What follows belongs to an exercise in optimizing a design on an open flow for a short achievable clock period and few clock cycles; a production flow would make more cautious choices.
In this exercise RTL edits were held to simulation tests only and were not proved equivalent to the original.
Power and IR drop assume default switching activity.

==> flow/design.v <==
module rmap (
    input             clk,
    input             rst,
    input             cmd_valid,
    output            cmd_ready,
    input      [31:0] cmd_word,
    input      [31:0] cmd_data,
    output            rsp_valid,
    input             rsp_ready,
    output reg [3:0]  rsp_status,
    output     [31:0] rsp_rdata,
    output reg [1:0]  rsp_ebank,
    output reg [6:0]  rsp_eaddr,
    output reg [7:0]  rsp_esel,
    output reg [31:0] rsp_estatus,
    output            bus_req_valid,
    input             bus_req_ready,
    output            bus_req_write,
    output     [6:0]  bus_req_addr,
    output     [7:0]  bus_req_sel,
    output     [15:0] bus_req_wdata,
    input             bus_rsp_valid,
    input      [15:0] bus_rsp_rdata,
    input      [31:0] bus_rsp_status
);
    localparam [3:0] ST_OK          = 4'd0;
    localparam [3:0] ST_TRANSPORT   = 4'd1;
    localparam [3:0] ST_INVALID_SEL = 4'd2;
    localparam [3:0] ST_UNSUPPORTED = 4'd3;
    localparam [3:0] ST_INVALID_CMD = 4'd5;
    function [15:0] nswap(input [15:0] w);
        nswap = {w[11:8], w[15:12], w[3:0], w[7:4]};
    endfunction
    reg st_idle, st_req, st_out, st_rsp;     
    reg out_nl;              
    reg out_l;               
    reg        c_raw;        
    reg        c_mask;       
    reg        c_mux;        
    reg        c_set;        
    reg        c_gm;         
    reg        c_gp;         
    reg        c_blast;      
    reg [7:0]  c_idx;        
    reg [3:0]  c_f1h;        
    reg [15:0] c_psel;       
    reg        c_pol;        
    reg [15:0] c_rfw;        
    reg [31:0] hm;           
    reg        q_b, q_wr;
    reg [1:0]  q_k;
    reg [7:0]  q_sel;
    reg        cur_b, cur_last;
    reg [1:0]  cur_k;
    reg [7:0]  cur_sel;
    reg [15:0] w_pass;       
    reg [15:0] w_fix;        
    reg        e_rw;         
    reg [3:0]  e_gl;         
    reg [3:0]  e_gh;         
    reg [31:0] racc;         
    wire [3:0] op   = cmd_word[3:0];
    wire [3:0] feat = cmd_word[7:4];
    wire [1:0] bank = cmd_word[9:8];
    wire [7:0] idx  = cmd_word[23:16];
    wire [1:0] f    = feat[1:0];
    wire d_rw     = (op == 4'h1);
    wire d_ww     = (op == 4'h2);
    wire d_raw    = d_rw || d_ww;
    wire d_bankop = (op >= 4'h1) && (op <= 4'h6);
    wire d_muxm   = (op == 4'h9) || (op == 4'hA);
    wire d_mask   = (op == 4'h3) || (op == 4'h4) || d_muxm;
    wire d_lport  = (op == 4'h5) || (op == 4'h6);
    wire d_mport  = (op == 4'hB) || (op == 4'hC);
    wire d_port   = d_lport || d_mport;
    wire d_set    = (op == 4'h4) || (op == 4'h6) || (op == 4'hA) || (op == 4'hC);
    wire d_pol    = (f != 2'd0);
    wire bad_res  = (op == 4'h0) || (op == 4'h7) || (op == 4'h8) || (op >= 4'hD) ||
                    (cmd_word[15:10] != 6'd0) || (cmd_word[31:25] != 7'd0);
    wire bad_bank = d_bankop && (bank != 2'd1) && (bank != 2'd2);
    wire bad_feat = (d_mask || d_port) && (feat[3:2] != 2'd0);
    wire bad_port = (d_lport && (idx[7:4] != 4'd0)) || (d_mport && (idx[7:5] != 3'd0));
    wire bad_wr   = d_set && (f != 2'd0) && (f != 2'd3);
    wire d_legal  = !(bad_res || bad_bank || bad_feat || bad_port || bad_wr);
    wire [3:0] d_code = bad_res ? ST_INVALID_CMD :
                        (bad_bank || bad_feat || bad_port) ? ST_INVALID_SEL : ST_UNSUPPORTED;
    wire       d_b     = d_bankop ? bank[1] : (d_muxm ? 1'b0 : idx[4]);
    wire [1:0] d_k     = d_port ? idx[3:2] : 2'd0;
    wire [7:0] d_sel   = d_raw ? idx : {6'b000100, d_k};
    wire       d_blast = d_bankop ? bank[1] : (d_muxm ? 1'b1 : idx[4]);
    wire [15:0] d_rf   = d_mask ? (16'h1111 << f) : (16'd1 << {idx[1:0], f});
    wire cmd_acc   = st_idle && cmd_valid;
    wire acc_ok    = cmd_acc && d_legal;
    wire acc_bad   = cmd_acc && !d_legal;
    wire rsp_ok    = bus_rsp_valid && !bus_rsp_status[31];
    wire live_req  = out_nl && rsp_ok;
    wire live_rsp  = out_l && rsp_ok;
    wire err       = st_out && bus_rsp_valid && bus_rsp_status[31];
    wire gp_done   = st_out && cur_last && c_gp && rsp_ok;
    wire mid_read  = st_out && rsp_ok && !cur_last;
    assign bus_req_valid = st_req || live_req;
    assign rsp_valid     = st_rsp || live_rsp;
    wire   take      = bus_req_valid && bus_req_ready;
    wire   rsp_taken = rsp_valid && rsp_ready;
    wire ns_idle = (st_idle && !cmd_valid) || rsp_taken;
    wire ns_req  = acc_ok || (bus_req_valid && !bus_req_ready);
    wire ns_out  = take || (st_out && !bus_rsp_valid);
    wire ns_rsp  = acc_bad || err || gp_done || (rsp_valid && !rsp_ready);
    function is_last(input b, input [1:0] k, input wr, input set, input mask, input blast);
        is_last = (!set || wr) && (!mask || (k == 2'd3 && b == blast));
    endfunction
    wire q_last  = is_last(q_b, q_k, q_wr, c_set, c_mask, c_blast);
    wire nl_next = take ? q_last : cur_last;
    reg       n_b, n_wr;
    reg [1:0] n_k;
    always @(*) begin
        n_b = q_b; n_k = q_k; n_wr = 1'b0;
        if (c_set && !q_wr) begin
            n_wr = 1'b1;
        end else if (q_k == 2'd3) begin
            n_b = 1'b1; n_k = 2'd0;
        end else begin
            n_k = q_k + 2'd1;
        end
    end
    wire [7:0] n_sel = c_raw ? c_idx : {6'b000100, n_k};
    wire [15:0] L = nswap(bus_rsp_rdata);
    wire [3:0] new4;
    genvar g;
    generate
        for (g = 0; g < 4; g = g + 1) begin : g_new4
            assign new4[g] = (c_f1h[0] &  L[4*g])   | (c_f1h[1] & ~L[4*g+1]) |
                             (c_f1h[2] & ~L[4*g+2]) | (c_f1h[3] & ~L[4*g+3]);
        end
    endgenerate
    wire pbit = (|(c_psel & L)) ^ c_pol;
    assign bus_req_wdata = (w_pass & bus_rsp_rdata) | w_fix;
    wire [3:0] gl_live;
    generate
        for (g = 0; g < 4; g = g + 1) begin : g_gl
            assign gl_live[g] = (e_gl[0] &  L[4*g])   | (e_gl[1] & ~L[4*g+1]) |
                                (e_gl[2] & ~L[4*g+2]) | (e_gl[3] & ~L[4*g+3]);
        end
    endgenerate
    wire [3:0] gh_live;
    generate
        for (g = 0; g < 4; g = g + 1) begin : g_gh
            assign gh_live[g] = (e_gh[0] &  L[4*g])   | (e_gh[1] & ~L[4*g+1]) |
                                (e_gh[2] & ~L[4*g+2]) | (e_gh[3] & ~L[4*g+3]);
        end
    endgenerate
    assign rsp_rdata = racc | {gh_live, 12'd0, gl_live, 12'd0} | {16'd0, {16{e_rw}} & L};
    wire [31:0] hm_next = cmd_acc ? ((d_mask ? (d_muxm ? cmd_data : {16'd0, cmd_data[15:0]})
                                             : {32{cmd_word[24]}}) ^ {32{d_pol}}) :
                          (take && q_wr && c_mask) ? {4'd0, hm[31:4]} : hm;
    always @(posedge clk) begin
        if (rst) begin
            st_idle <= 1'b1;
            st_req  <= 1'b0;
            st_out  <= 1'b0;
            st_rsp  <= 1'b0;
            out_nl  <= 1'b0;
            out_l   <= 1'b0;
        end else begin
            st_idle <= ns_idle;
            st_req  <= ns_req;
            st_out  <= ns_out;
            st_rsp  <= ns_rsp;
            out_nl  <= ns_out && !nl_next;
            out_l   <= ns_out && nl_next && !c_gp;
        end
    end
    always @(posedge clk) begin
        if (cmd_acc) begin
            c_raw   <= d_raw;
            c_mask  <= d_mask;
            c_mux   <= d_muxm;
            c_set   <= d_set;
            c_gm    <= (op == 4'h3) || (op == 4'h9);
            c_gp    <= (op == 4'h5) || (op == 4'hB);
            c_blast <= d_blast;
            c_idx   <= idx;
            c_f1h   <= 4'b0001 << f;
            c_psel  <= 16'd1 << {idx[1:0], f};
            c_pol   <= d_pol;
            c_rfw   <= nswap(d_rf);
        end
        hm <= hm_next;
    end
    always @(posedge clk) begin
        if (take) begin
            cur_b    <= q_b;
            cur_k    <= q_k;
            cur_sel  <= q_sel;
            cur_last <= q_last;
            q_b      <= n_b;
            q_k      <= n_k;
            q_wr     <= n_wr;
            q_sel    <= n_sel;
        end else if (cmd_acc) begin
            q_b      <= d_b;
            q_k      <= d_k;
            q_wr     <= d_ww;
            q_sel    <= d_sel;
        end
        w_pass <= ns_out ? ~c_rfw : 16'd0;
        if (ns_req)
            w_fix <= st_req  ? w_fix :
                     st_idle ? nswap(cmd_data[15:0]) : bus_req_wdata;
        else
            w_fix <= c_rfw & nswap({{4{hm_next[3]}}, {4{hm_next[2]}}, {4{hm_next[1]}}, {4{hm_next[0]}}});
    end
    always @(posedge clk) begin
        if (ns_rsp) begin
            e_rw <= 1'b0;
            e_gl <= 4'd0;
            e_gh <= 4'd0;
        end else if (cmd_acc) begin
            e_rw <= d_rw;
            e_gl <= ((op == 4'h3) ? 4'b0001 : 4'b0000) << f;
            e_gh <= ((op == 4'h9) ? 4'b0001 : 4'b0000) << f;
        end
        if (cmd_acc)
            racc <= 32'd0;
        else if (mid_read && c_gm)
            racc[{c_mux & cur_b, cur_k, 2'b00} +: 4] <= new4;
        else if (st_out && ns_rsp)
            racc <= rsp_rdata | {31'd0, c_gp & pbit};
        if (acc_bad)
            rsp_status <= d_code;
        else if (err)
            rsp_status <= ST_TRANSPORT;
        else if (!(st_rsp && !rsp_ready))
            rsp_status <= ST_OK;
        if (err) begin
            rsp_ebank   <= cur_b ? 2'd2 : 2'd1;
            rsp_eaddr   <= {5'b11000, cur_b, 1'b0};
            rsp_esel    <= cur_sel;
            rsp_estatus <= bus_rsp_status;
        end
    end
    assign cmd_ready     = st_idle;
    assign bus_req_write = q_wr;
    assign bus_req_addr  = {5'b11000, q_b, 1'b0};
    assign bus_req_sel   = q_sel;
endmodule
clock: 6.0 ns
lec_check: 0
cap_margin: 20
core_margin: 2
core_utilization: 40
place_density: 0.6
setup_slack_margin: 3
slew_margin: 20
standard.sh (not shown) runs the stock make flow with config.mk's settings and CLKGATE_MAP_FILE= SYNTH_SCRIPT=/design/flow/synth_recipe.tcl, a recipe that flattens the netlist after the stock synthesis.
==> flow/flow/run.sh <==
#!/bin/bash
# Standard layout (the standard.sh), with the port buffers made of
# sky130_fd_sc_hd__buf_8 cells, and timing repair free to change cell footprints.
export BUFFER_PORTS_ARGS="-buffer_cell sky130_fd_sc_hd__buf_8"
bash standard.sh MATCH_CELL_FOOTPRINT=0 finish > standard_run.log 2>&1
Testbench counts at the start, summed over its fixed seeds: cycles 30,326.
Change:
==> flow/flow/run.sh (replaced) <==
#!/bin/bash
# Standard layout (the standard.sh), with the port buffers made of
# sky130_fd_sc_hd__buf_8 cells instead of the default delay-buffer cells.
export BUFFER_PORTS_ARGS="-buffer_cell sky130_fd_sc_hd__buf_8"
bash standard.sh > standard_run.log 2>&1
Result:
- non-clock buffer count rises by 4
- total power rises by 3.6%
- global-route usage stays flat
- wire length rises by 1.1%
- sequential share of layout area falls by 0.29 points
- flip-flop and latch count does not change
- via count barely changes
- final cell count rises by 0.45%
- maximum frequency barely changes
- final area rises by 0.72%

[static timing again, ports no longer ideal]
No port has a modelled driver above. Below, the same layouts with a new extraction and two added sets of constraints.
Step 1: set_driving_cell puts a clkbuf_16 on clk and a buf_2 on each other input, an assumption about the parent block.
Step 2 also shifts input and output timing later by t, the mid clock arrival at the registers, as if the neighbouring blocks saw the same clock.
Slacks: ideal ports / drivers / drivers and shift; pairs: ideal ports / drivers.
run | t, ns | setup slack, ns | worst register clock-pin slew, ns | worst data-port slew with drivers (ns)
the first run | 0.566 | 2.778 / 2.716 / 2.520 | 0.06 / 0.06 | 0.08
the second run | 0.575 | 2.780 / 2.688 / 2.554 | 0.06 / 0.06 | 0.09
After both steps setup and hold are still met in every run listed. The setup slack of the first run, which loses most, moves by -0.062 ns with the drivers and by -0.258 ns with both steps.
